From an optimization exercise on the open Yosys and OpenROAD flow, aimed at small area, a short achievable clock period and few clock cycles per item; shortcuts taken in it are not production practice.
The RTL was checked by simulation tests, not by an equivalence proof against the original design.
No activity file was given, so power comes from the tool's default toggle rates.

**config.mk**
```make
export PLATFORM = sky130hd
export DESIGN_NAME = nand_timing_unit
export DESIGN_NICKNAME = nand_timing_unit
export VERILOG_FILES = /design/flow/design.v
export SDC_FILE = /design/flow/constraint.sdc
export NUM_CORES = 4
export LEC_CHECK = 0
export ABC_CLOCK_PERIOD_IN_PS = 4000
export CAP_MARGIN = 20
export CORE_MARGIN = 2
export CORE_UTILIZATION = 55
export PLACE_DENSITY = 0.7
export SLEW_MARGIN = 20
export SETUP_SLACK_MARGIN = 8.0
```
**constraint.sdc**
```tcl
create_clock -name core_clock -period 12.0 [get_ports {clk}]
set_input_delay 2.4000 -clock core_clock [delete_from_list [all_inputs] [get_ports {clk}]]
set_output_delay 2.4000 -clock core_clock [all_outputs]
set_load 0.01 [all_outputs]
```
**design.v**
```verilog
module split_enc #(
    parameter CW  = 34,    
    parameter POS = 6,     
    parameter W   = 1,     
    parameter F   = 256    
) (
    input  wire [CW-1:0]      c,
    output wire [POS+W-1:0]   v
);
    wire [CW-1:0] major0 = c / F;
    wire [CW-1:0] minor0 = c % F;
    wire          carry  = (minor0 > ((1 << POS) - 1));
    wire [CW:0]   major1 = {1'b0, major0} + carry;
    /*verilator lint_off UNUSEDSIGNAL*/
    wire [CW-1:0] minor1 = carry ? {CW{1'b0}} : minor0;
    /*verilator lint_on UNUSEDSIGNAL*/
    wire          sat    = (major1 > ((1 << W) - 1));
    assign v = sat ? {(POS+W){1'b1}} : {major1[W-1:0], minor1[POS-1:0]};
endmodule
module nand_timing_unit (
    input  wire        clk,
    input  wire        rst,
    input  wire        wr_en,
    input  wire [4:0]  wr_addr,
    input  wire [31:0] wr_data,
    input  wire        start,
    input  wire [1:0]  op,
    input  wire        bus16,
    input  wire [31:0] mck_hz,
    output wire        ready,
    output reg         done,
    output wire [7:0]  answer,
    output reg         unsupported,
    output wire [31:0] result,
    output wire [31:0] setup_reg,
    output wire [31:0] pulse_reg,
    output wire [31:0] cycle_reg,
    output wire [31:0] timings_reg,
    output wire [31:0] mode_reg
);
    localparam OP_NTC = 2'd0;
    localparam OP_PER = 2'd1;
    localparam OP_CYC = 2'd2;
    localparam [3:0] A_OK           = 4'b0000;   
    localparam [3:0] A_BAD_COMMAND  = 4'b1010;   
    localparam [3:0] A_ZERO_CLOCK   = 4'b1011;   
    localparam [3:0] A_PERIOD_RANGE = 4'b1100;   
    localparam [3:0] A_ZERO_PERIOD  = 4'b1101;   
    localparam [2:0] H_IDLE   = 3'd0;
    localparam [2:0] H_NCHK   = 3'd1;
    localparam [2:0] H_NWAIT  = 3'd2;
    localparam [2:0] H_DIFF   = 3'd3;
    localparam [2:0] H_PER    = 3'd4;
    localparam [2:0] H_CYCCHK = 3'd5;
    localparam [2:0] H_CYC    = 3'd6;
    localparam [2:0] W_IDLE = 3'd0;
    localparam [2:0] W_LD   = 3'd1;    
    localparam [2:0] W_LD3  = 3'd2;    
    localparam [2:0] W_RUN  = 3'd3;
    localparam [2:0] W_F1   = 3'd4;    
    localparam [2:0] W_F2   = 3'd5;    
    localparam [2:0] W_F3   = 3'd6;    
    localparam [2:0] W_PER1 = 3'd7;    
    localparam [2:0] K_CNT = 3'd0;     
    localparam [2:0] K_CYC = 3'd1;
    localparam [2:0] K_PER = 3'd2;
    localparam [2:0] K_Y   = 3'd3;     
    localparam [2:0] K_XWS = 3'd4;     
    localparam [2:0] K_XTD = 3'd5;     
    reg  [2:0] hst;
    reg        idle;       
    reg  [3:0] areg;
    reg        bus16_r;
    assign ready  = idle;
    assign answer = {3'b000, areg[3], 1'b0, areg[2:0]};
    reg        w_p;        
    reg        w_f;        
    reg        w_job;      
    reg        w_any;      
    reg [4:0]  in_addr;
    reg [4:0]  in_addr_k;  
    reg [21:1] in_oh;      
    reg [1:0]  wg;         
    reg [31:0] in_data;
    wire wr_ok = wr_en && idle && !rst;
    integer a;
    always @(posedge clk) begin
        w_p       <= wr_ok && (wr_addr == 5'd0);
        w_f       <= wr_ok && (wr_addr != 5'd0) && (wr_addr <= 5'd22);
        w_job     <= wr_ok && (wr_addr != 5'd0) && (wr_addr <= 5'd21);
        w_any     <= wr_ok;
        in_addr   <= wr_addr;
        in_addr_k <= wr_ok ? wr_addr : 5'd0;
        for (a = 1; a <= 21; a = a + 1)
            in_oh[a] <= wr_ok && (wr_addr == a);
        wg        <= wr_ok ? grp(wr_addr) : 2'd0;
        in_data   <= wr_ok ? wr_data : (w_f && tgt == 5'd0) ? in_data : ~s[1];
    end
    reg [31:0] p;
    reg [17:0] p3;         
    reg        trc_lt;     
    wire p_zero  = (p == 32'd0);
    wire p_small = (p[31:16] == 16'd0);
    always @(posedge clk) begin
        if (w_p) begin
            p  <= in_data;
            p3 <= {2'b00, in_data[15:0]} + {1'b0, in_data[15:0], 1'b0};
        end
        if (w_job && in_addr == 5'd16)
            trc_lt <= (in_data < 32'd30000);
    end
    reg [31:0] s [0:21];
    reg [4:0]  php3;       
    reg [22:1] oh0;        
    reg [4:0]  idx0;       
    reg [4:0]  idx16;      
    wire signed [5:0] tgt_v  = $signed({1'b0, wr_addr}) - $signed({1'b0, php3});
    wire [4:0]        tgt_in = (tgt_v < 0) ? (tgt_v[4:0] + 5'd22) :
                               (tgt_v >= 22) ? (tgt_v[4:0] - 5'd22) : tgt_v[4:0];
    reg  [4:0]        tgt;
    always @(posedge clk) tgt <= tgt_in;
    wire [22:1] oh16 = {oh0[6:1], oh0[22:7]};
    integer k;
    always @(posedge clk) begin
        for (k = 0; k < 22; k = k + 1)
            s[k] <= (w_f && tgt == k) ? ((k % 2) ? ~in_data : in_data) : ~s[(k + 1) % 22];
        if (rst) begin
            php3  <= 5'd3;
            oh0   <= 22'd1;
            idx0  <= 5'd1;
            idx16 <= 5'd17;
        end else begin
            php3  <= (php3 == 5'd21) ? 5'd0 : php3 + 5'd1;
            oh0   <= {oh0[21:1], oh0[22]};
            idx0  <= (idx0 == 5'd22) ? 5'd1 : idx0 + 5'd1;
            idx16 <= (idx16 == 5'd22) ? 5'd1 : idx16 + 5'd1;
        end
    end
    function [1:0] grp;
        input [4:0] j;
        begin
            if (j >= 5'd2 && j <= 5'd5)       grp = 2'd1;
            else if (j >= 5'd6 && j <= 5'd10) grp = 2'd2;
            else if (j == 5'd12 || j == 5'd13) grp = 2'd3;
            else                              grp = 2'd0;
        end
    endfunction
    reg  [21:1] val;      
    reg  [21:1] pend;     
    reg  [21:1] slow;     
    wire       grst = (wg != 2'd0) && (|(in_oh & ~(pend | slow)));
    reg  [21:1] gmask;     
    integer g;
    always @(*)
        for (g = 1; g <= 21; g = g + 1)
            gmask[g] = (grp(g) == wg) && (wg != 2'd0);
    function kill;
        input [4:0] j;
        input [1:0] jg;
        begin
            kill = w_p || (w_job && j == in_addr_k) || (grst && jg == wg);
        end
    endfunction
    function [17:0] st4;     
        input [15:0] r;
        input [1:0]  b;
        reg   [17:0] x4;
        reg   [18:0] d1, d2, d3;
        begin
            x4 = {r, b};
            d1 = {1'b0, x4} - {3'b000, p[15:0]};
            d2 = {1'b0, x4} - {2'b00, p[15:0], 1'b0};
            d3 = {1'b0, x4} - {1'b0, p3};
            if (!d3[18])      st4 = {2'd3, d3[15:0]};
            else if (!d2[18]) st4 = {2'd2, d2[15:0]};
            else if (!d1[18]) st4 = {2'd1, d1[15:0]};
            else              st4 = {2'd0, x4[15:0]};
        end
    endfunction
    wire        scrub    = !w_any && (|(pend & oh0[21:1]));
    wire        issue    = w_job || scrub;
    wire [31:0] src_x    = in_data;
    wire [4:0]  src_j    = w_job ? in_addr : idx0;
    wire        src_fast = p_small && (src_x[31:23] == 9'd0) && (src_x[22:7] < p[15:0]);
    reg        v1, v2, v3, v5;
    reg [4:0]  j1, j2, j3, j5;
    reg [1:0]  g1, g2, g3, g5;
    reg [15:0] r1, r2, r3;
    reg [4:0]  b1;
    reg [2:0]  b2;
    reg        b3;
    reg [1:0]  q1;
    reg [3:0]  q2;
    reg [5:0]  q3;
    reg [5:0]  q5;         
    reg [1:0]  a5;
    wire [17:0] o1 = st4(src_x[22:7], src_x[6:5]);
    wire [17:0] o2 = st4(r1, b1[4:3]);
    wire [17:0] o3 = st4(r2, b2[2:1]);
    wire [16:0] x2   = {r3, b3};
    wire [17:0] d2f  = {1'b0, x2} - {2'b00, p[15:0]};
    wire        q0   = !d2f[17];
    wire        nz4  = q0 ? (x2 != {1'b0, p[15:0]}) : (x2 != 17'd0);
    wire [1:0]  c_add  = {1'b0, q0} + {1'b0, nz4};
    wire [3:0]  em_c0, em_c1, em_c2;
    split_enc #(.CW(8), .POS(3), .W(1), .F(64)) u_emf0 (.c({1'b0, q3, 1'b0}), .v(em_c0));
    split_enc #(.CW(8), .POS(3), .W(1), .F(64)) u_emf1 (.c({1'b0, q3, 1'b1}), .v(em_c1));
    split_enc #(.CW(8), .POS(3), .W(1), .F(64)) u_emf2 (.c({1'b0, q3, 1'b0} + 8'd2), .v(em_c2));
    wire [3:0]  cf_em  = c_add[1] ? em_c2 : c_add[0] ? em_c1 : em_c0;
    wire        v4   = v3;
    wire [4:0]  j4   = j3;
    wire [1:0]  g4   = g3;
    wire        em4  = (j3 >= 5'd17);
    always @(posedge clk) begin
        v1 <= !rst && issue && src_fast;
        v2 <= !rst && v1 && !kill(j1, g1);
        v3 <= !rst && v2 && !kill(j2, g2);
        v5 <= !rst && v3 && !em4 && !kill(j3, g3);
        g1 <= grp(src_j); g2 <= g1; g3 <= g2; g5 <= g3;
        j1 <= src_j;  r1 <= o1[15:0]; b1 <= src_x[4:0]; q1 <= o1[17:16];
        j2 <= j1;     r2 <= o2[15:0]; b2 <= b1[2:0];    q2 <= {q1, o2[17:16]};
        j3 <= j2;     r3 <= o3[15:0]; b3 <= b2[0];      q3 <= {q2, o3[17:16]};
        j5 <= j3;     q5 <= q3; a5 <= c_add;
    end
    wire       mg_em   = v4 && em4 && !kill(j4, g4);
    wire       mg_fast = v5 && !kill(j5, g5);
    reg [2:0]  wst;
    reg [2:0]  wkind;
    reg [4:0]  wj;
    reg [31:0] wR;
    reg [31:0] wD;
    reg [33:0] wD3;
    reg [31:0] DQ;         
    reg [3:0]  wcnt;
    reg        wpa;        
    reg        d_is_p;     
    reg [1:0]  wb;         
    reg [1:0]  qx_r, qy_r;
    reg signed [10:0] acc;
    reg        wnz_r;      
    reg [10:0] cw_lo;      
    reg        cw_hi;      
    reg [7:0]  wsc_r;      
    reg [3:0]  tdc_r;      
    reg        ynz;
    reg [2:0]  dph;
    reg [7:0]  ws_ovr;
    reg [3:0]  tdf_ovr;
    reg        use_ws, use_tdf;
    assign result = DQ;
    reg         d_a;       
    reg         d_fa;      
    reg         d_z;       
    reg         d_r;       
    always @(posedge clk)
        if (idle) begin
            d_a  <= (mck_hz > 32'd15258789);
            d_fa <= (mck_hz > 32'd30517578);
            d_z  <= (mck_hz == 32'd0);
            d_r  <= (mck_hz <= 32'd232);
        end
    wire [3:0]  ncnt     = (wst == W_PER1) ? {3'd0, d_fa} : (wst == W_RUN) ? (wcnt + 4'd1) : 4'd0;
    wire [31:0] per_bits = ((wst == W_PER1) ? d_a : wpa) ? 32'h1000_0000 : 32'hD4A5_1000;
    reg  [1:0]  tap_bits;
    always @(*) begin
        case (ncnt)
            4'd0:  tap_bits = s[16][31:30];
            4'd1:  tap_bits = ~s[15][29:28];
            4'd2:  tap_bits = s[14][27:26];
            4'd3:  tap_bits = ~s[13][25:24];
            4'd4:  tap_bits = s[12][23:22];
            4'd5:  tap_bits = ~s[11][21:20];
            4'd6:  tap_bits = s[10][19:18];
            4'd7:  tap_bits = ~s[9][17:16];
            4'd8:  tap_bits = s[8][15:14];
            4'd9:  tap_bits = ~s[7][13:12];
            4'd10: tap_bits = s[6][11:10];
            4'd11: tap_bits = ~s[5][9:8];
            4'd12: tap_bits = s[4][7:6];
            4'd13: tap_bits = ~s[3][5:4];
            4'd14: tap_bits = s[2][3:2];
            default: tap_bits = ~s[1][1:0];
        endcase
    end
    wire [33:0] d3_sum = {2'b00, wD} + {1'b0, wD, 1'b0};
    wire [33:0] wx4 = {wR, wb};
    wire [34:0] wd1 = {1'b0, wx4} - {3'b000, wD};
    wire [34:0] wd2 = {1'b0, wx4} - {2'b00, wD, 1'b0};
    wire [34:0] wd3 = {1'b0, wx4} - {1'b0, wD3};
    reg  [1:0]  wq;
    reg  [31:0] wRn;
    always @(*) begin
        if (!wd3[34] && wst != W_PER1) begin wq = 2'd3; wRn = wd3[31:0]; end
        else if (!wd2[34]) begin wq = 2'd2; wRn = wd2[31:0]; end
        else if (!wd1[34]) begin wq = 2'd1; wRn = wd1[31:0]; end
        else               begin wq = 2'd0; wRn = wx4[31:0]; end
    end
    wire        w_last = (wkind == K_PER && wpa) ? (wcnt == 4'd7) : (wcnt == 4'd15);
    wire        w_nz   = (wR != 32'd0);
    wire [32:0] dq_inc = {1'b0, DQ} + {32'd0, wnz_r};
    wire [9:0]  cw_r   = (cw_hi || cw_lo[10]) ? 10'd1023 : cw_lo[9:0];
    wire wkill   = (wkind == K_CNT) && (wst == W_RUN || wst == W_F1 || wst == W_F2 || wst == W_F3) &&
                   kill(wj, grp(wj));
    wire wr_wide = !v5 && (wst == W_F3) && (wkind == K_CNT);
    wire mg_wide = wr_wide && !wkill;
    wire signed [3:0] dd = (wkind == K_XTD) ? ($signed({2'b00, qy_r}) - $signed({2'b00, qx_r}))
                                            : ($signed({2'b00, qx_r}) - $signed({2'b00, qy_r}));
    wire signed [12:0] acc4 = $signed({acc, 2'b00}) + dd;
    wire signed [10:0] acc_n = (acc4 > 13'sd256)  ? 11'sd256 :
                               (acc4 < -13'sd256) ? -11'sd256 : acc4[10:0];
    wire signed [11:0] dfin = (wkind == K_XTD) ? (acc + $signed({11'd0, ynz}) - $signed({11'd0, wnz_r}))
                                               : (acc + $signed({11'd0, wnz_r}) - $signed({11'd0, ynz}));
    wire [7:0]  ws_cand  = (dfin < 12'sd1) ? 8'd0 : (dfin > 12'sd255) ? 8'd255 : dfin[7:0];
    wire [3:0]  tdf_cand = (dfin < 12'sd1) ? 4'd1 : (dfin > 12'sd15) ? 4'd15 : dfin[3:0];
    reg [4:0] dtgt;
    reg [2:0] dkind;
    always @(*) begin
        case (dph)
            3'd0: begin dtgt = 5'd1;  dkind = K_Y;   end
            3'd1: begin dtgt = 5'd2;  dkind = K_XWS; end
            3'd2: begin dtgt = 5'd3;  dkind = K_XWS; end
            3'd3: begin dtgt = 5'd4;  dkind = K_XWS; end
            3'd4: begin dtgt = 5'd5;  dkind = K_XWS; end
            3'd5: begin dtgt = 5'd14; dkind = K_Y;   end
            3'd6: begin dtgt = 5'd12; dkind = K_XTD; end
            default: begin dtgt = 5'd13; dkind = K_XTD; end
        endcase
    end
    reg [9:0] c_wp, c_ws0, c_wh, c_wc, c_rh, c_rhz, c_rp, c_rc;
    reg [3:0] e_clr, e_adl, e_ar, e_rr, e_wb;    
    wire       mg = mg_fast || mg_wide;
    wire       wr_cnt = v5 || wr_wide;
    wire [4:0] mj = v5 ? j5 : wj;
    wire [7:0] c5 = {1'b0, q5, 1'b0} + {6'd0, a5};
    wire [9:0] mc = v5 ? {2'b00, c5} : cw_r;
    wire [3:0] mc_em;
    split_enc #(.CW(10), .POS(3), .W(1), .F(64)) u_em  (.c(mc), .v(mc_em));
    always @(posedge clk) begin
        if (v4 && em4) begin
            case (j4)
                5'd17: e_clr <= cf_em;
                5'd18: e_adl <= cf_em;
                5'd19: e_ar  <= cf_em;
                5'd20: e_rr  <= cf_em;
                default: e_wb <= cf_em;
            endcase
        end
        if (wr_cnt) begin
            case (mj)
                5'd1:  c_wp  <= mc;
                5'd2, 5'd3, 5'd4, 5'd5:
                       c_ws0 <= (|val[5:2] && c_ws0 > mc) ? c_ws0 : mc;
                5'd6, 5'd7, 5'd8, 5'd9, 5'd10:
                       c_wh  <= (|val[10:6] && c_wh > mc) ? c_wh : mc;
                5'd11: c_wc  <= mc;
                5'd12, 5'd13:
                       c_rh  <= (|val[13:12] && c_rh > mc) ? c_rh : mc;
                5'd14: c_rhz <= mc;
                5'd15: c_rp  <= mc;
                5'd16: c_rc  <= mc;
                5'd17: e_clr <= mc_em;
                5'd18: e_adl <= mc_em;
                5'd19: e_ar  <= mc_em;
                5'd20: e_rr  <= mc_em;
                default: e_wb <= mc_em;
            endcase
        end
    end
    wire bg_ok    = (hst == H_IDLE || hst == H_NCHK || hst == H_NWAIT);
    wire pick_cnt = (wst == W_IDLE) && d_is_p && !w_f && !w_p && bg_ok &&
                    (|(slow & oh16[21:1]));
    reg  lost_job;
    always @(posedge clk)
        lost_job <= !rst && idle && start && (op == OP_CYC || op == OP_PER) && !wkill &&
                    (pick_cnt || ((wkind == K_CNT) &&
                     (wst == W_RUN || wst == W_F1 || wst == W_F2 || (wst == W_F3 && !wr_wide))));
    wire re_slow  = lost_job;
    reg [21:1] val_n, pend_n, slow_n;
    integer m;
    always @(*) begin
        val_n  = val;
        pend_n = pend;
        slow_n = slow;
        if (mg)       val_n[mj] = 1'b1;
        if (mg_em)    val_n[j4] = 1'b1;
        if (re_slow)  slow_n[wj] = 1'b1;
        if (pick_cnt) slow_n = slow_n & ~oh16[21:1];
        if (scrub) begin
            pend_n = pend_n & ~oh0[21:1];
            if (!src_fast) slow_n = slow_n | oh0[21:1];
        end
        if (grst) begin
            val_n  = val_n & ~gmask;
            pend_n = pend_n | gmask;
            slow_n = slow_n & ~gmask;
        end
        val_n  = val_n & ~in_oh;
        pend_n = pend_n & ~in_oh;
        slow_n = (slow_n & ~in_oh) | (src_fast ? 21'd0 : in_oh);
    end
    always @(posedge clk) begin
        if (rst || w_p) begin
            val  <= 21'd0;
            pend <= {21{1'b1}};
            slow <= 21'd0;
        end else begin
            val  <= val_n;
            pend <= pend_n;
            slow <= slow_n;
        end
    end
    reg [9:0]  a_ws, a_mx;
    reg [10:0] a_sr, b_sw;
    reg [3:0]  a_tdf;
    reg        a_amb_ws, a_amb_tdf;
    reg        a_ok, b_ok;         
    wire        ws_gt = (c_ws0 > c_wp);
    wire signed [11:0] td = $signed({2'b00, c_rhz}) - $signed({2'b00, c_rh});
    always @(posedge clk) begin
        a_ws      <= ws_gt ? (c_ws0 - c_wp) : 10'd0;
        a_mx      <= ws_gt ? c_ws0 : c_wp;
        b_sw      <= {1'b0, a_mx} + {1'b0, c_wh};
        a_sr      <= {1'b0, c_rp} + {1'b0, c_rh};
        a_tdf     <= (td < 12'sd1) ? 4'd1 : (td > 12'sd15) ? 4'd15 : td[3:0];
        a_amb_ws  <= (c_ws0 == 10'd1023) && (c_wp >= 10'd864);
        a_amb_tdf <= (c_rhz == 10'd1023) && (c_rh >= 10'd1009);
        a_ok      <= !rst && (&val[16:1]);
        b_ok      <= !rst && a_ok && (&val[16:1]);
    end
    wire [10:0] wc  = ({1'b0, c_wc} > b_sw) ? {1'b0, c_wc} : b_sw;
    wire [10:0] rc  = ({1'b0, c_rc} > a_sr) ? {1'b0, c_rc} : a_sr;
    wire [9:0]  ws  = use_ws  ? {2'b00, ws_ovr} : a_ws;
    wire [3:0]  tdf = use_tdf ? tdf_ovr : a_tdf;
    wire amb_ws  = a_amb_ws  && !use_ws;
    wire amb_tdf = a_amb_tdf && !use_tdf;
    wire [5:0] n_ws;
    wire [6:0] n_wp, n_wcp, n_rp, n_rcp;
    wire [8:0] n_wc, n_rc;
    split_enc #(.CW(10), .POS(5), .W(1), .F(128)) u_enc_ws  (.c(ws),   .v(n_ws));
    split_enc #(.CW(10), .POS(6), .W(1), .F(256)) u_enc_wp  (.c(c_wp), .v(n_wp));
    split_enc #(.CW(11), .POS(6), .W(1), .F(256)) u_enc_wcp (.c(wc),   .v(n_wcp));
    split_enc #(.CW(10), .POS(6), .W(1), .F(256)) u_enc_rp  (.c(c_rp), .v(n_rp));
    split_enc #(.CW(11), .POS(6), .W(1), .F(256)) u_enc_rcp (.c(rc),   .v(n_rcp));
    split_enc #(.CW(11), .POS(7), .W(2), .F(256)) u_enc_wc  (.c(wc),   .v(n_wc));
    split_enc #(.CW(11), .POS(7), .W(2), .F(256)) u_enc_rc  (.c(rc),   .v(n_rc));
    reg [5:0] o_ws;
    reg [6:0] o_wp, o_wcp, o_rp, o_rcp;
    reg [8:0] o_wc, o_rc;
    reg [3:0] o_tdf;
    always @(posedge clk) begin
        o_ws  <= n_ws;
        o_wp  <= n_wp;  o_wcp <= n_wcp; o_rp <= n_rp; o_rcp <= n_rcp;
        o_wc  <= n_wc;  o_rc  <= n_rc;
        o_tdf <= tdf;
    end
    assign setup_reg   = {26'd0, o_ws};
    assign pulse_reg   = {1'b0, o_rcp, 1'b0, o_rp, 1'b0, o_wcp, 1'b0, o_wp};
    assign cycle_reg   = {7'd0, o_rc, 7'd0, o_wc};
    assign timings_reg = {1'b1, 3'd0, e_wb, 4'd0, e_rr, 4'd0, e_ar, e_adl, e_clr};
    assign mode_reg    = {11'd0, 1'b1, o_tdf, 2'd0, 1'b0, bus16_r, 10'd0, 2'b11};
    wire [21:1] fast_hot = (v4 && em4) ? (21'd1 << (j4 - 5'd1)) : 21'd0;
    wire ntc_fin = (&(val | fast_hot)) && !mg && b_ok &&
                   !amb_ws && !amb_tdf;
    reg [2:0] hn;
    always @(posedge clk) begin
        if (rst) begin
            hst     <= H_IDLE;
            idle    <= 1'b1;
            done    <= 1'b0;
            wst     <= W_IDLE;
            wkind   <= K_CNT;
            d_is_p  <= 1'b0;
        end else begin
            done <= 1'b0;
            hn   = hst;
            wb <= wkind == K_PER ? per_bits[31 - 2*ncnt -: 2] : tap_bits;
            case (wst)
                W_IDLE: begin
                    if (!d_is_p && !w_p &&
                        (hst == H_CYC || hst == H_DIFF || ((|slow) && bg_ok))) begin
                        wkind <= K_CNT;
                        wst   <= W_LD;
                    end else if (pick_cnt) begin
                        wkind <= K_CNT; wj <= idx16; wR <= 32'd0; wcnt <= 4'd0; wst <= W_RUN;
                    end else if (d_is_p && hst == H_CYC && oh16[22]) begin
                        wkind <= K_CYC; wj <= 5'd22; wR <= 32'd0; wcnt <= 4'd0; wst <= W_RUN;
                    end else if (d_is_p && hst == H_DIFF && idx16 == dtgt) begin
                        wkind <= dkind; wj <= dtgt; wR <= 32'd0; wcnt <= 4'd0; wst <= W_RUN;
                        acc <= 11'sd0; qx_r <= 2'd0; qy_r <= 2'd0;
                    end
                end
                W_LD: begin
                    wD  <= p;
                    wst <= W_LD3;
                end
                W_LD3: begin
                    wD3    <= d3_sum;
                    d_is_p <= 1'b1;
                    wst    <= W_IDLE;
                end
                W_PER1: begin
                    wD3 <= d3_sum;
                    wst <= W_RUN;
                    wpa <= d_a;
                    wb  <= d_fa ? 2'b01 : d_a ? 2'b00 : 2'b11;
                    if (d_fa) begin
                        wR   <= wRn;
                        DQ   <= {DQ[29:0], wq};
                        wcnt <= 4'd1;
                    end else if (!d_a) begin
                        wR   <= 32'h0000_00E8;
                    end
                end
                W_RUN: begin
                    wR   <= wRn;
                    wcnt <= wcnt + 4'd1;
                    qx_r <= wq;
                    qy_r <= DQ[31:30];
                    if (wkind == K_XWS || wkind == K_XTD) begin
                        DQ  <= {DQ[29:0], DQ[31:30]};
                        acc <= acc_n;
                    end else begin
                        DQ  <= {DQ[29:0], wq};
                    end
                    if (w_last) wst <= (wkind == K_PER) ? W_IDLE : W_F1;
                end
                W_F1: begin
                    acc   <= acc_n;
                    wnz_r <= w_nz;
                    wst   <= W_F2;
                end
                W_F2: begin
                    cw_lo <= {1'b0, DQ[9:0]} + {10'd0, wnz_r};
                    cw_hi <= (DQ[31:10] != 22'd0);
                    wsc_r <= ws_cand;
                    tdc_r <= tdf_cand;
                    if (wkind == K_CYC) begin
                        DQ  <= dq_inc[31:0];
                        wst <= W_IDLE;
                    end else if (wkind == K_Y) begin
                        ynz <= wnz_r;
                        wst <= W_IDLE;
                        dph <= dph + 3'd1;
                    end else begin
                        wst <= W_F3;
                    end
                end
                W_F3: begin
                    case (wkind)
                        K_CNT: if (wr_wide) wst <= W_IDLE;
                        K_XWS: begin
                            if (wsc_r > ws_ovr) ws_ovr <= wsc_r;
                            wst <= W_IDLE;
                            if (dph == 3'd4) begin
                                use_ws <= 1'b1;
                                if (amb_tdf) dph <= 3'd5;
                            end else begin
                                dph <= dph + 3'd1;
                            end
                        end
                        K_XTD: begin
                            if (tdc_r < tdf_ovr) tdf_ovr <= tdc_r;
                            wst <= W_IDLE;
                            if (dph == 3'd7) use_tdf <= 1'b1;
                            else             dph <= dph + 3'd1;
                        end
                        default: wst <= W_IDLE;
                    endcase
                end
                default: wst <= W_IDLE;
            endcase
            if (wkill) wst <= W_IDLE;
            if (w_p) begin
                d_is_p <= 1'b0;
                if (wst == W_LD || wst == W_LD3) wst <= W_IDLE;
            end
            case (hst)
                H_IDLE: begin
                    if (start) begin
                        unsupported <= 1'b0;
                        areg        <= A_OK;
                        case (op)
                            OP_PER: begin
                                hn      = H_PER;
                                wkind  <= K_PER;
                                wD     <= mck_hz;
                                wR     <= 32'h00E8_D4A5;
                                wcnt   <= 4'd0;
                                wb     <= 2'b00;
                                DQ     <= 32'd0;
                                d_is_p <= 1'b0;
                                wst    <= W_PER1;
                            end
                            OP_CYC: begin
                                hn = H_CYCCHK;
                                if (wst != W_LD && wst != W_LD3) wst <= W_IDLE;
                            end
                            OP_NTC: begin
                                hn       = H_NCHK;
                                bus16_r <= bus16;
                                use_ws  <= 1'b0;
                                use_tdf <= 1'b0;
                            end
                            default: begin
                                areg <= A_BAD_COMMAND;
                                done <= 1'b1;
                            end
                        endcase
                    end
                end
                H_NCHK, H_NWAIT: begin
                    if (hst == H_NCHK && p_zero) begin
                        areg <= A_ZERO_PERIOD;
                        done <= 1'b1;
                        hn   = H_IDLE;
                    end else if (hst == H_NCHK && trc_lt) begin
                        unsupported <= 1'b1;
                        done        <= 1'b1;
                        hn          = H_IDLE;
                    end else if (ntc_fin) begin
                        done <= 1'b1;
                        hn   = H_IDLE;
                    end else if (b_ok && (&val) && (amb_ws || amb_tdf)) begin
                        hn       = H_DIFF;
                        dph     <= amb_ws ? 3'd0 : 3'd5;
                        ws_ovr  <= 8'd0;
                        tdf_ovr <= 4'd15;
                    end else begin
                        hn = H_NWAIT;
                    end
                end
                H_DIFF: begin
                    if (!amb_ws && !amb_tdf) hn = H_NWAIT;
                end
                H_PER: begin
                    if (wst == W_PER1 && d_z) begin
                        areg <= A_ZERO_CLOCK;
                        done <= 1'b1;
                        hn   = H_IDLE;
                        wst  <= W_IDLE;
                    end else if (wst == W_PER1 && d_r) begin
                        areg <= A_PERIOD_RANGE;
                        done <= 1'b1;
                        hn   = H_IDLE;
                        wst  <= W_IDLE;
                    end else if (wst == W_RUN && w_last) begin
                        done <= 1'b1;
                        hn   = H_IDLE;
                    end
                end
                H_CYCCHK: begin
                    if (p_zero) begin
                        areg <= A_ZERO_PERIOD;
                        done <= 1'b1;
                        hn   = H_IDLE;
                    end else begin
                        hn = H_CYC;
                    end
                end
                H_CYC: begin
                    if (wst == W_F2 && wkind == K_CYC) begin
                        done <= 1'b1;
                        hn   = H_IDLE;
                    end
                end
                default: hn = H_IDLE;
            endcase
            hst  <= hn;
            idle <= (hn == H_IDLE);
        end
    end
endmodule
```
**flow/run.sh**
```bash
#!/bin/bash
cat >> config.mk <<'CFG'
export SETUP_SLACK_MARGIN = 8.0
CFG
bash standard.sh > standard.log 2>&1
```
**standard.sh**
```bash
#!/bin/bash
# synth_recipe.tcl (not shown) runs the flow's synth.tcl, then flattens the netlist and writes it again
# the make line also repeats each setting of config.mk as NAME=value (left out here)
make -C /OpenROAD-flow-scripts/flow DESIGN_CONFIG=/design/flow/config.mk WORK_HOME=/design/flow/orfs CLKGATE_MAP_FILE= SYNTH_SCRIPT=/design/flow/synth_recipe.tcl "${@:-finish}"
```
==> results.sh, run 1 <==
export IMPL_status="timing/DRC/antenna clean"
export IMPL_seqPwrFrac=0.394
export IMPL_cp_required_ns=12.68
export IMPL_firstDrtPassIters=8
export IMPL_cp_max_fo=6
export IMPL_min_path_type="register to register"
export IMPL_worst_slew_pin_slew_ns=1.11
export IMPL_synth_cell_types=99
export IMPL_synthTopCellsByArea="dfxtp_1 (30%), edfxtp_1 (14%), ha_1 (9.2%)"
export IMPL_dp_hpwl_mm=150
export IMPL_cp_slowest_cell="or4_4"
export IMPL_cts_root_buf="clkbuf_16"
export IMPL_gp_congestion=0.942
export IMPL_fin_worst_skew_ns=0.0646
export IMPL_fin_hold_ws_ns=0.325
export IMPL_num_io_pins=279
export IMPL_coreArea_um2=135000
export IMPL_hold_violations=0
export IMPL_clk_latency_ns=0.83
export IMPL_first_global_vias=57194
export IMPL_p_comb_frac=0.323
export IMPL_slew_viol_final=0
export IMPL_synth_seq_cells=1466
export IMPL_start_util=0.553
export IMPL_numPortBuffers=191
export IMPL_htreeDepth=4
export IMPL_clk_pin_slew_ns=0.05
export IMPL_drive_above_1_share=0.0944
export IMPL_die_width_um=373
export IMPL_grt_pass1_wl_mm=328
export IMPL_die_height_um=373
export IMPL_clock_fmax_mhz=247
export IMPL_antenna_found_initial=11
export IMPL_ys_flop_type="dfxtp_1"
export IMPL_endpoint_kind="register"
export IMPL_cts_buffers=153
export IMPL_syn_to_final_growth_pct=14.0
export IMPL_powerDensity_nw_per_um2=208
export IMPL_clk_path_buf_depth=3
export IMPL_grtUsageTotal=0.296
export IMPL_power_internal_mw=11.7
export IMPL_swShare=0.344
export IMPL_viasPerCell=6.00
export IMPL_synth_most_common_cell="dfxtp_1"
export IMPL_p_sw_mw=6.11
export IMPL_synth_enable_flop_cells=340
export IMPL_syn_cell_area_um2=74900
export IMPL_synth_top_cell_by_area="dfxtp_1"
export IMPL_num_rows=135
export IMPL_antenna_left=0
export IMPL_ys_warn_count=2
export IMPL_setup_tns_ns=0
export IMPL_grt_max_degree=130
export IMPL_finalSetupViolCount=0
export IMPL_timing_final_crit_share=0.338
export IMPL_crit_path_cell_trace="clkinvlp_4 -> xnor2_1 -> o31ai_4 -> buf_4 -> nand3_2 -> ha_4 -> or4b_4 -> nor4_4 -> a21oi_1 -> or4_4 -> or4_4 -> nor3b_4 -> a21oi_1 -> a211oi_1"
export IMPL_p_clk_frac=0.283
export IMPL_synth_top_area_share=0.301
export IMPL_critPathArrivalTime_ns=4.74
export IMPL_ir_worst_vdd_v=0.000200
export IMPL_drc=0
export IMPL_max_cap_violations=0
export IMPL_nNetsFinal=8873
export IMPL_cp_start_kind="register"
export IMPL_min_period_ns=4.06
export IMPL_syn_area_per_cell_um2=9.32
export IMPL_p_leak_nw=36.0
export IMPL_wirelength_mm=214
export IMPL_num_vias=60822
export IMPL_cts_tree="built"
export IMPL_grt_ovfl_total=0
export IMPL_synth_cells=8034
export IMPL_rsz0062_at_grt="yes"
export IMPL_drtIter0Drc=5684
export IMPL_max_stage_delay_ns=0.61
export IMPL_synth_common_cells="dfxtp_1 (1126), nor2_1 (940), a21oi_1 (892), ha_1 (551), nand2_1 (430)"
export IMPL_ys_seq_area_frac=0.438
export IMPL_async_flop_share=0
export IMPL_wl_per_cell_um=21.1
export IMPL_path_class="register to register"
export IMPL_dieArea_um2=139000
export IMPL_clock_sinks=1466
export IMPL_relSlewSlack=0.249
[path summary, 6_finish.rpt]
check,cells past startpoint,end,startpoint,slack [ns]
hold reg to reg,0,q3[2]$_DFF_P_,q2[0]$_SDFF_PN1_,0.32
setup reg to reg,14,val[8]$_SDFF_PP0_,j3[3]$_DFF_P_,7.94
setup / recovery,14,val[8]$_SDFF_PP0_,j3[3]$_DFF_P_,7.94
hold / removal,0,q3[2]$_DFF_P_,q2[0]$_SDFF_PN1_,0.32
[cell type report]
type	instances	area (um2)
inverters	370	1430
clock buffers	218	4510
multi-input cells	5842	40100
fillers	11299	49900
clock inverters	66	966
flip-flops and latches	1466	32800
well taps	1781	2230
diodes	3	7.51
repair buffers	389	3340
[worst max-delay path, delay by kind of cell (launching register included)]
kind,cells,cell delay [ns]
AND/OR/NAND/NOR,6,2.15
AO/OA/AOI/OAI,4,0.72
flip-flops,1,0.43
buffers and inverters,2,0.29
adder cells (fa/ha/maj),1,0.23
XOR/XNOR,1,0.16
[cells by family after synthesis]
kind of cell,Yosys count,share of synthesized area
other cells,2,0.000100
simple gates,2264,0.142
flops,1466,0.438
mux,460,0.0627
compound gates,2124,0.175
xor+xnor,331,0.0387
fa+ha+maj,575,0.0985
buf+inv,812,0.0457
[routing by layer]
layer	wire (um)	share of wire	vias to the layer above	GRT usage
met1	95300	0.45	29186	0.409
met4	6520	0.030	10	0.0972
met3	15200	0.071	371	0.0480
met5	66	0.00031	-	0
li1	-	-	29031	-
met2	96600	0.45	2224	0.474
[cell usage in the layout, fill, tap and decap left out, types with 29 or more instances in the layout]
master / netlist / final
nand4_1: 77 / 77
conb_1: 2 / 87
clkbuf_8: 0 / 29
a221oi_1: 35 / 31
edfxtp_1: 340 / 340
o211ai_1: 56 / 56
o21ai_0: 382 / 364
and3_1: 54 / 51
xor2_1: 117 / 111
xnor2_1: 214 / 214
inv_1: 369 / 358
a22oi_1: 46 / 46
ha_1: 551 / 537
o21a_1: 100 / 100
nor4_1: 80 / 75
dfxtp_1: 1126 / 1114
clkbuf_1: 283 / 29
buf_4: 89 / 186
clkbuf_16: 0 / 161
a21oi_1: 892 / 871
nor2_1: 940 / 927
nand2b_1: 93 / 90
dlygate4sd2_1: 0 / 110
nor2b_1: 110 / 108
a31oi_1: 59 / 56
nor3_1: 149 / 141
a211oi_1: 83 / 75
and2_1: 35 / 30
nand2_1: 430 / 415
nand3_1: 140 / 130
mux2_2: 71 / 70
mux2i_1: 389 / 383
clkdlybuf4s50_1: 0 / 71
or3_1: 36 / 34
a21o_1: 123 / 123
[per-stage QoR]
stage / instances / util / setup WS, ns / total power, mW / cell area, um2
after detailed placement: 9741 / 0.578 / 6.70 / 12.5 / 78300
after floorplan: 8119 / - / 7.73 / 11.0 / 75300
final: 10135 / 0.631 / 7.94 / 17.8 / 85400
after global routing: 10132 / 0.631 / 7.83 / 18.7 / 85400
after CTS: 10091 / 0.624 / 7.94 / 17.6 / 84500
after global placement: 9741 / 0.578 / 6.85 / 12.4 / 78300
[power groups by stage]
stage	Combinational, mW	Sequential (mW)	Clock (mW)
global route	6.33	7.12	5.29
CTS	5.56	6.99	5.09
detailed placement	5.44	7.10	0
finish	5.74	7.01	5.03
floorplan	4.23	6.82	0
global placement	5.30	7.08	0
[timing repair]
action                     in CTS  in global routing
gates resized for setup       205                150
gates cloned                    1                  1
hold buffers                    0                  0
pin swaps                      19                 31
setup buffers                  65                 40
setup endpoints to repair     307                176
hold endpoints to repair        0                  0
[flip-flops by register name (all words and copies together), names as in the netlist, 16 cells and up]
| name | flops |
|---|---|
| DQ | 32 |
| r2 | 16 |
| pend | 21 |
| s | 704 |
| wR | 32 |
| oh0 | 22 |
| p | 32 |
| in_oh | 21 |
| val | 21 |
| slow | 21 |
| r3 | 16 |
| r1 | 16 |
| in_data | 32 |
| wD3 | 34 |
| wD | 32 |
| p3 | 17 |
Testbench counts, summed over its fixed seeds: cycles 6,692, items 192.
==> run 2: changes to the inputs <==
--- a/config.mk
+++ b/config.mk
@@ -10,4 +10,5 @@
 export CORE_MARGIN = 2
 export CORE_UTILIZATION = 55
+export CTS_BUF_LIST = sky130_fd_sc_hd__clkbuf_8
 export PLACE_DENSITY = 0.7
 export SLEW_MARGIN = 20
==> results.sh, run 2 <==
export IMPL_die_height_um=373
export IMPL_htreeDepth=4
export IMPL_start_util=0.553
export IMPL_gp_congestion=0.942
export IMPL_syn_area_per_cell_um2=9.32
export IMPL_dieArea_um2=139000
export IMPL_regToRegStartpoint="j3[0]$_DFF_P_"
export IMPL_synth_compound_area_frac=0.175
export IMPL_endpoint_kind="primary output"
export IMPL_synth_top_family_by_area="compound AO/OA/AOI/OAI gates"
export IMPL_finalSetupViolCount=0
export IMPL_clk_pin_slew_ns=0.07
export IMPL_powerDensity_nw_per_um2=203
export IMPL_fin_worst_skew_ns=0.0893
export IMPL_swShare=0.353
export IMPL_ys_seq_area_frac=0.438
export IMPL_fillers=11450
export IMPL_clk_latency_ns=1.02
export IMPL_cp_required_ns=9.60
export IMPL_cts_tree="built"
export IMPL_path_class="register to primary output"
export IMPL_numPortBuffers=191
export IMPL_p_sw_mw=6.07
export IMPL_coreArea_um2=135000
export IMPL_cp_max_fo=1
export IMPL_path_delay_family="flip-flops"
export IMPL_multi_input_area_um2=40000
export IMPL_worst_slew_pin_slew_ns=1.13
export IMPL_drtIter0Drc=5820
export IMPL_synth_cells=8034
export IMPL_slew_viol_final=0
export IMPL_firstDrtPassIters=8
export IMPL_num_io_pins=279
export IMPL_setup_tns_ns=0
export IMPL_drc=0
export IMPL_critPathBufInv=1
export IMPL_status="timing/DRC/antenna clean"
export IMPL_grt_max_degree=130
export IMPL_drive_above_1_share=0.116
export IMPL_relSlewSlack=0.237
export IMPL_synth_fa_ha_area_frac=0.0985
export IMPL_min_path_type="register to register"
export IMPL_synth_most_common_cell="dfxtp_1"
export IMPL_async_flop_share=0
export IMPL_seqCellArea_um2=32800
export IMPL_crit_path_cell_trace="buf_2"
export IMPL_mostFrequentLayoutCells="dfxtp_1 (1106), nor2_1 (927), a21oi_1 (868)"
export IMPL_grtUsageTotal=0.296
export IMPL_power_internal_mw=11.1
export IMPL_p_leak_nw=36.1
export IMPL_synthMuxAreaShare=0.0627
export IMPL_first_global_vias=57648
export IMPL_cp_slowest_cell="edfxtp_1"
export IMPL_nNetsFinal=8964
export IMPL_min_period_ns=4.05
export IMPL_ys_flop_type="dfxtp_1"
export IMPL_worst_slack_ns=7.95
export IMPL_ir_worst_vdd_v=0.000179
export IMPL_syn_to_final_growth_pct=13.1
export IMPL_clock_sinks=1466
export IMPL_wl_per_cell_um=20.8
export IMPL_ys_warn_count=2
export IMPL_critPathArrivalTime_ns=1.65
export IMPL_pre_cts_slack_ns=6.70
export IMPL_syn_cell_area_um2=74900
export IMPL_dp_hpwl_mm=150
export IMPL_synth_common_cells="dfxtp_1 (1126), nor2_1 (940), a21oi_1 (892), ha_1 (551), nand2_1 (430)"
export IMPL_cp_start_kind="register"
export IMPL_synth_cell_types=99
export IMPL_largest_register="s"
export IMPL_synth_xor_area_frac=0.0387
export IMPL_synth_simple_area_share=0.142
export IMPL_clk_path_buf_depth=3
export IMPL_antenna_left=0
export IMPL_clock_fmax_mhz=247
export IMPL_viasPerCell=5.95
export IMPL_worstSetupStartpoint="unsupported$_DFFE_PP_"
export IMPL_timing_final_crit_share=0.338
export IMPL_synth_top_area_share=0.301
export IMPL_final_common_cell="dfxtp_1"
export IMPL_antenna_found_initial=13
export IMPL_die_width_um=373
export IMPL_grt_pass1_wl_mm=328
export IMPL_max_stage_delay_ns=0.50
export IMPL_num_rows=135
export IMPL_synth_enable_flop_cells=340
export IMPL_hold_violations=0
export IMPL_p_clk_frac=0.260
export IMPL_synthTopCellsByArea="dfxtp_1 (30%), edfxtp_1 (14%), ha_1 (9.2%)"
export IMPL_num_vias=61132
export IMPL_top_regs="s (704), wD3 (34)"
export IMPL_cts_root_buf="clkbuf_8"
export IMPL_seqPwrFrac=0.407
export IMPL_rsz0062_at_grt="yes"
export IMPL_synth_seq_cells=1466
export IMPL_wirelength_mm=214
export IMPL_synth_top_cell_by_area="dfxtp_1"
export IMPL_grt_ovfl_total=0
export IMPL_p_comb_frac=0.333
export IMPL_largest_reg_flops=704
export IMPL_max_cap_violations=0
export IMPL_cts_buffers=231
export IMPL_worstHoldStart="g1[1]$_SDFF_PP0_"
==> run 2: final timing paths <==
path / endpoint / slack, ns / cells past startpoint
max: unsupported / 7.95 / 1
min: g2[1]$_DFF_P_ / 0.32 / 0
max reg2reg: val[8]$_SDFF_PP0_ / 7.97 / 12
min reg2reg: g2[1]$_DFF_P_ / 0.32 / 0
==> run 2: final cells by class <==
class | instances | area share
repair buffers | 402 | 0.0382
inverters | 370 | 0.0169
well taps | 1781 | 0.0263
clock inverters | 140 | 0.0142
clock buffers | 274 | 0.0445
multi-input cells | 5842 | 0.472
flip-flops and latches | 1466 | 0.387
diodes | 7 | 0.000207
==> run 2: repair_timing <==
item / in CTS / in global routing
hold buffers: 0 / 0
cloned: 1 / 1
endpoints found under the hold margin: 0 / 0
pin swaps: 19 / 40
setup endpoints to repair: 298 / 230
gates resized for setup: 506 / 138
setup buffers: 70 / 48
==> run 2: layer usage <==
| layer | vias to the layer above | GRT usage | wire (um) | part of all wire |
|---|---|---|---|---|
| li1 | 29232 | - | - | - |
| met1 | 29237 | 0.408 | 95400 | 0.45 |
| met2 | 2239 | 0.472 | 96000 | 0.45 |
| met3 | 412 | 0.0495 | 15900 | 0.074 |
| met4 | 12 | 0.0963 | 6330 | 0.030 |
| met5 | - | 0 | 78 | 0.00036 |
==> run 2: cell families (layout without fill, tap and decap cells) <==
| family | after synthesis | in the layout |
|---|---|---|
| AO/OA/AOI/OAI | 2124 | 2124 |
| multiplexers | 460 | 460 |
| adder cells (fa/ha/maj) | 575 | 575 |
| XOR/XNOR | 331 | 331 |
| buffers and inverters | 812 | 1186 |
| other | 2 | 94 |
| flip-flops | 1466 | 1466 |
| AND/OR/NAND/NOR | 2264 | 2265 |
==> run 2: power by group through the flow <==
stage / Clock [mW] / Combinational (mW) / Sequential (mW)
after floorplan: 0 / 4.23 / 6.82
after global placement: 0 / 5.30 / 7.08
after detailed placement: 0 / 5.44 / 7.10
after CTS: 4.53 / 5.55 / 6.99
after global routing: 4.74 / 6.32 / 7.11
final: 4.46 / 5.73 / 7.00
==> run 2: per-stage QoR <==
stage	utilization	hold slack [ns]	area, um2	power [mW]	instances
3_5_place_dp	0.578	0.312	78300	12.5	9741
2_1_floorplan	-	0.310	75300	11.0	8119
6_report	0.626	0.324	84700	17.2	10282
3_3_place_gp	0.578	0.312	78300	12.4	9741
4_1_cts	0.619	0.326	83800	17.1	10226
5_1_grt	0.626	0.328	84700	18.2	10279
==> run 3: changes to the inputs <==
==> flow/run.sh (replaced) <==
#!/bin/bash
cat >> config.mk <<'CFG'
export SETUP_SLACK_MARGIN = 8.3
CFG
bash standard.sh > standard.log 2>&1
--- a/config.mk
+++ b/config.mk
@@ -13,3 +13,3 @@
 export PLACE_DENSITY = 0.7
 export SLEW_MARGIN = 20
-export SETUP_SLACK_MARGIN = 8.0
+export SETUP_SLACK_MARGIN = 8.3
==> results.sh, run 3 <==
export IMPL_status="timing/DRC/antenna clean"
export IMPL_syn_cell_area_um2=74900
export IMPL_p_leak_nw=37.0
export IMPL_postLayoutCellArea_um2=87300
export IMPL_path_delay_family="flip-flops"
export IMPL_syn_area_per_cell_um2=9.32
export IMPL_drtIter0Drc=5901
export IMPL_grtUsageTotal=0.300
export IMPL_dieArea_um2=139000
export IMPL_final_common_cell="dfxtp_1"
export IMPL_antenna_left=0
export IMPL_grt_ovfl_total=0
export IMPL_die_height_um=373
export IMPL_firstDrtPassIters=9
export IMPL_ys_flop_type="dfxtp_1"
export IMPL_total_power_mw=17.6
export IMPL_synth_top_cell_by_area="dfxtp_1"
export IMPL_cts_tree="built"
export IMPL_first_global_vias=58303
export IMPL_dp_hpwl_mm=150
export IMPL_path_class="register to primary output"
export IMPL_synth_seq_cells=1466
export IMPL_min_period_ns=4.07
export IMPL_htreeDepth=4
export IMPL_powerDensity_nw_per_um2=202
export IMPL_clk_latency_ns=1.03
export IMPL_busiest_layer="met2"
export IMPL_synthTopCellsByArea="dfxtp_1 (30%), edfxtp_1 (14%), ha_1 (9.2%)"
export IMPL_ys_warn_count=2
export IMPL_min_path_type="register to register"
export IMPL_endpoint_kind="primary output"
export IMPL_crit_path_cell_trace="buf_2"
export IMPL_num_vias=62074
export IMPL_cts_buffers=233
export IMPL_relSlewSlack=0.226
export IMPL_critPathBufInv=1
export IMPL_critPathArrivalTime_ns=1.67
export IMPL_numPortBuffers=191
export IMPL_coreArea_um2=135000
export IMPL_wl_per_cell_um=21.0
export IMPL_start_util=0.553
export IMPL_num_rows=135
export IMPL_wirelength_mm=219
export IMPL_fillers=10997
export IMPL_mostFrequentLayoutCells="dfxtp_1 (1068), nor2_1 (914), a21oi_1 (852)"
export IMPL_ys_seq_area_frac=0.438
export IMPL_ir_worst_vdd_v=0.000224
export IMPL_timing_final_crit_share=0.339
export IMPL_die_width_um=373
export IMPL_cp_start_kind="register"
export IMPL_cts_root_buf="clkbuf_8"
export IMPL_nNetsFinal=9069
export IMPL_viasPerCell=5.96
export IMPL_syn_to_final_growth_pct=16.7
export IMPL_grt_pass1_wl_mm=331
export IMPL_use_met1=0.413
export IMPL_synth_top_area_share=0.301
export IMPL_clock_fmax_mhz=245
export IMPL_gr_usage_met2=0.474
export IMPL_max_stage_delay_ns=0.52
export IMPL_cp_required_ns=9.60
export IMPL_largest_register="s"
export IMPL_synth_common_cells="dfxtp_1 (1126), nor2_1 (940), a21oi_1 (892), ha_1 (551), nand2_1 (430)"
export IMPL_finalSetupViolCount=0
export IMPL_synth_enable_flop_cells=340
export IMPL_setup_tns_ns=0
export IMPL_clock_sinks=1466
export IMPL_fin_worst_skew_ns=0.122
export IMPL_largest_reg_flops=704
export IMPL_max_cap_violations=0
export IMPL_clk_pin_slew_ns=0.06
export IMPL_synth_most_common_cell="dfxtp_1"
export IMPL_cp_max_fo=1
export IMPL_cp_slowest_cell="edfxtp_1"
export IMPL_top_regs="s (704), wD3 (34)"
export IMPL_antenna_found_initial=13
export IMPL_num_io_pins=279
export IMPL_synth_cells=8034
export IMPL_rsz0062_at_grt="yes"
export IMPL_hold_violations=0
export IMPL_grt_util_met3=0.0512
export IMPL_grt_max_degree=75
export IMPL_async_flop_share=0
export IMPL_clk_path_buf_depth=3
export IMPL_gp_congestion=0.971
export IMPL_drc=0
export IMPL_worst_slew_pin_slew_ns=1.15
export IMPL_slew_viol_final=0
export IMPL_drive_above_1_share=0.156
export IMPL_placed_area_um2=78500
export IMPL_synth_cell_types=99
==> run 3: power by group <==
group,internal (mW),total (mW),switching (mW),leakage (nW)
Combinational,2.63,6.15,3.52,21.5
Sequential,6.33,6.97,0.640,12.6
Clock,2.40,4.53,2.13,2.90
Total,11.4,17.6,6.29,37.0
==> run 3: repair_timing <==
item / in CTS / in global routing
buffers inserted: 116 / 99
hold buffers: 0 / 0
pin swaps: 51 / 103
cloned: 5 / 5
gates resized for setup: 726 / 348
endpoints found under the setup margin: 427 / 388
==> run 3: path summary, 6_finish.rpt <==
kind	startpoint	cells past startpoint	slack, ns	to
worst max-delay path	unsupported$_DFFE_PP_	1	7.93	unsupported
worst min-delay path	b1[0]$_DFF_P_	0	0.26	b2[0]$_DFF_P_
worst min register to register	b1[0]$_DFF_P_	0	0.26	b2[0]$_DFF_P_
worst max register to register	j3[1]$_DFF_P_	11	8.08	val[6]$_SDFF_PP0_
==> run 3: cell type report <==
class | count | area [um2] | share of cell area
antenna | 8 | 20.0 | 0.000229
sequential | 1466 | 32900 | 0.376
clock buffer | 294 | 4050 | 0.0463
clock inverter | 145 | 1100 | 0.0126
timing repair inverter | 1 | 16.3 | 0.000186
tap | 1781 | 2230 | 0.0255
multi-input combinational | 5845 | 41300 | 0.473
timing repair buffer | 501 | 4270 | 0.0489
inverter | 370 | 1460 | 0.0167
==> run 3: logic make-up after synthesis <==
logic type | after synthesis | synth area share
compound gates | 2124 | 0.175
xor+xnor | 331 | 0.0387
fa+ha+maj | 575 | 0.0985
buf+inv | 812 | 0.0457
flops | 1466 | 0.438
mux | 460 | 0.0627
other cells | 2 | 0.000100
simple gates | 2264 | 0.142
==> run 3: metrics by stage <==
| stage | hold slack (ns) | util | setup WS (ns) | std cells |
|---|---|---|---|---|
| 6_report | 0.265 | 0.646 | 7.93 | 10411 |
| 5_1_grt | 0.275 | 0.645 | 7.87 | 10406 |
| 4_1_cts | 0.265 | 0.628 | 7.81 | 10299 |
| 3_5_place_dp | 0.313 | 0.580 | 6.77 | 9739 |
| 3_3_place_gp | 0.313 | 0.580 | 6.75 | 9738 |
| 2_1_floorplan | 0.310 | - | 7.73 | 8119 |
==> run 3: metal layers <==
layer  part of all wire  vias to the layer above
li1                   -                    29472
met1               0.44                    29704
met2               0.45                     2457
met3              0.078                      429
met4              0.031                       12
met5            0.00037                        -
==> run 4: changes to the inputs <==
==> flow/run.sh (replaced) <==
#!/bin/bash
cat >> config.mk <<'CFG'
export SETUP_SLACK_MARGIN = 8.0
CFG
bash standard.sh > standard.log 2>&1
--- a/config.mk
+++ b/config.mk
@@ -9,7 +9,7 @@
 export CAP_MARGIN = 20
 export CORE_MARGIN = 2
-export CORE_UTILIZATION = 55
+export CORE_UTILIZATION = 62
 export CTS_BUF_LIST = sky130_fd_sc_hd__clkbuf_8
-export PLACE_DENSITY = 0.7
+export PLACE_DENSITY = 0.75
 export SLEW_MARGIN = 20
-export SETUP_SLACK_MARGIN = 8.3
+export SETUP_SLACK_MARGIN = 8.0
==> results.sh, run 4 <==
export IMPL_cp_required_ns=9.60
export IMPL_numPortBuffers=191
export IMPL_regToRegStartpoint="wj[0]$_DFFE_PP_"
export IMPL_clock_sinks=1466
export IMPL_synth_most_common_cell="dfxtp_1"
export IMPL_clk_latency_ns=0.99
export IMPL_largest_reg_flops=704
export IMPL_ys_warn_count=2
export IMPL_fin_worst_skew_ns=0.0804
export IMPL_synth_top_area_share=0.301
export IMPL_largest_register="s"
export IMPL_timing_final_crit_share=0.336
export IMPL_nNetsFinal=8979
export IMPL_path_delay_family="flip-flops"
export IMPL_critPathBufInv=1
export IMPL_path_class="register to primary output"
export IMPL_syn_cell_area_um2=74900
export IMPL_antenna_left=0
export IMPL_first_global_vias=58886
export IMPL_grtUsageTotal=0.345
export IMPL_status="timing/DRC/antenna clean"
export IMPL_wirelength_mm=220
export IMPL_swShare=0.355
export IMPL_setup_tns_ns=0
export IMPL_power_internal_mw=11.2
export IMPL_critPathArrivalTime_ns=1.64
export IMPL_antenna_found_initial=19
export IMPL_worst_slew_pin_slew_ns=1.06
export IMPL_synth_cell_types=99
export IMPL_cts_tree="built"
export IMPL_final_common_cell="dfxtp_1"
export IMPL_num_io_pins=279
export IMPL_start_util=0.625
export IMPL_postLayoutCellArea_um2=85000
export IMPL_seqPwrFrac=0.399
export IMPL_relSlewSlack=0.293
export IMPL_grt_max_degree=76
export IMPL_ir_worst_vdd_v=0.000207
export IMPL_synth_seq_cells=1466
export IMPL_async_flop_share=0
export IMPL_die_height_um=351
export IMPL_cp_slowest_cell="edfxtp_1"
export IMPL_drive_above_1_share=0.114
export IMPL_endpoint_kind="primary output"
export IMPL_worstHoldStart="b1[1]$_DFF_P_"
export IMPL_max_cap_violations=0
export IMPL_drc=0
export IMPL_grt_ovfl_total=0
export IMPL_total_power_mw=17.3
export IMPL_p_sw_mw=6.14
export IMPL_slew_viol_final=0
export IMPL_crit_path_cell_trace="buf_6"
export IMPL_utilization=0.709
export IMPL_viasPerCell=6.13
export IMPL_ys_flop_type="dfxtp_1"
export IMPL_synth_common_cells="dfxtp_1 (1126), nor2_1 (940), a21oi_1 (892), ha_1 (551), nand2_1 (430)"
export IMPL_cts_hold_buf=0
export IMPL_cts_root_buf="clkbuf_8"
export IMPL_hold_violations=0
export IMPL_firstDrtPassIters=9
export IMPL_htreeDepth=4
export IMPL_p_comb_frac=0.337
export IMPL_num_rows=127
export IMPL_fillers=9159
export IMPL_rsz0062_at_grt="yes"
export IMPL_min_period_ns=4.04
export IMPL_num_vias=62246
export IMPL_syn_to_final_growth_pct=13.5
export IMPL_synth_top_cell_by_area="dfxtp_1"
export IMPL_powerDensity_nw_per_um2=204
export IMPL_top_regs="s (704), wD3 (34)"
export IMPL_clk_pin_slew_ns=0.07
export IMPL_coreArea_um2=120000
export IMPL_max_stage_delay_ns=0.48
export IMPL_clk_path_buf_depth=3
export IMPL_grt_pass1_wl_mm=334
export IMPL_dieArea_um2=124000
export IMPL_placed_area_um2=78100
export IMPL_gp_congestion=0.959
export IMPL_synth_enable_flop_cells=340
export IMPL_dp_hpwl_mm=151
export IMPL_wl_per_cell_um=21.7
export IMPL_clock_fmax_mhz=248
export IMPL_mostFrequentLayoutCells="dfxtp_1 (1109), nor2_1 (926), a21oi_1 (875)"
export IMPL_synth_cells=8034
export IMPL_worstSetupStartpoint="DQ[5]$_DFFE_PN_"
export IMPL_p_leak_nw=36.2
export IMPL_die_width_um=351
export IMPL_min_path_type="register to register"
export IMPL_ys_seq_area_frac=0.438
export IMPL_drtIter0Drc=6383
export IMPL_cp_max_fo=2
export IMPL_synthTopCellsByArea="dfxtp_1 (30%), edfxtp_1 (14%), ha_1 (9.2%)"
export IMPL_cp_start_kind="register"
export IMPL_cts_buffers=231
export IMPL_finalSetupViolCount=0
export IMPL_syn_area_per_cell_um2=9.32
export IMPL_p_clk_frac=0.263
export IMPL_fin_hold_ws_ns=0.315
run 4: cell counts after synthesis:
No cell type changed its count.
run 4: path summary, 6_finish.rpt:
path	endpoint	slack [ns]	cells after the start
setup / recovery	result[5]	7.96	1
hold / removal	b2[1]$_DFF_P_	0.31	0
setup reg to reg	val[19]$_SDFF_PP0_	8.01	12
hold reg to reg	b2[1]$_DFF_P_	0.31	0
run 4: kinds of logic after synthesis:
family                     share of synthesized area
and+or+nand+nor                                0.142
xor gates and xnor gates                      0.0387
adders and majority gates                     0.0985
AOI/OAI and AO/OA                              0.175
DFF                                            0.438
other                                       0.000100
muxes                                         0.0627
buffers and inverters                         0.0457
run 4: layout make-up:
cell class / count / area (um2) / share of cell area
repair buffers: 416 / 3490 / 0.0411
multi-input cells: 5842 / 40100 / 0.472
clock inverters: 158 / 1280 / 0.0151
flip-flops and latches: 1466 / 32800 / 0.386
inverters: 370 / 1460 / 0.0172
diodes: 9 / 22.5 / 0.000265
repair inverters: 1 / 16.3 / 0.000191
clock buffers: 277 / 3810 / 0.0449
well taps: 1612 / 2020 / 0.0237
run 4: metrics by stage:
| stage | instances | setup WS [ns] |
|---|---|---|
| floorplan | 8119 | 7.73 |
| global placement | 9580 | 6.70 |
| detailed placement | 9580 | 6.64 |
| CTS | 10087 | 7.89 |
| global route | 10145 | 7.81 |
| finish | 10151 | 7.96 |
run 4: routing by layer:
layer	routed length, um	part of all wire	GRT usage	vias to the layer above
met5	127	0.00058	0	-
met1	94300	0.43	0.476	29686
li1	-	-	-	29288
met2	97900	0.44	0.540	2828
met4	6060	0.028	0.117	18
met3	21600	0.098	0.0720	426
run 4: worst register-to-register path, delay by kind of cell, from the launching register on:
kind                       cells  cell delay (ns)
AOI/OAI and AO/OA              5             1.50
and+or+nand+nor                4             1.32
DFF                            1             0.43
adders and majority gates      1             0.34
buffers and inverters          2             0.31
run 4: what timing repair did:
item	in CTS	in global routing
endpoints found under the setup margin	332	228
resized for setup	395	123
pin swaps	25	28
buffers inserted	70	55
cloned	2	0
run 4: power groups by stage:
stage,combinational [mW],clock [mW],sequential [mW]
2_1_floorplan,4.23,0,6.82
4_1_cts,5.67,4.61,6.90
5_1_grt,6.44,4.83,7.01
3_5_place_dp,5.54,0,7.01
3_3_place_gp,5.40,0,6.98
6_report,5.85,4.56,6.92

==> afterwards: timing with drivers on the ports <==
In the flow no input, the clock included, has a driving cell. The finished layouts below were timed again as built, in two steps.
Step 1 (the two cells are an assumption about what drives the block):
set clk [get_ports {clk}]
set_driving_cell -lib_cell sky130_fd_sc_hd__clkbuf_16 $clk
set_driving_cell -lib_cell sky130_fd_sc_hd__buf_2 [delete_from_list [all_inputs] $clk]
Step 2, shift: input delay + t, output delay - t, t = (earliest + latest rising clock arrival at the registers) / 2. This alone moves slack from input paths to output paths.
Three values: no drivers, after step 1, after step 2; two values: the first two.
run	shift t [ns]	slack for setup (ns)	cell pins on the clock port's net
run 1	0.881	7.944 / 7.944 / 7.191	1
run 2	1.059	7.945 / 7.867 / 7.059	1
run 3	1.041	7.926 / 7.858 / 7.322	1
run 4	1.018	7.964 / 7.893 / 6.996	1
After both steps setup and hold are still met in every run listed. The setup slack of run 4, which loses most, moves by -0.071 ns with the drivers and by -0.968 ns with both steps.
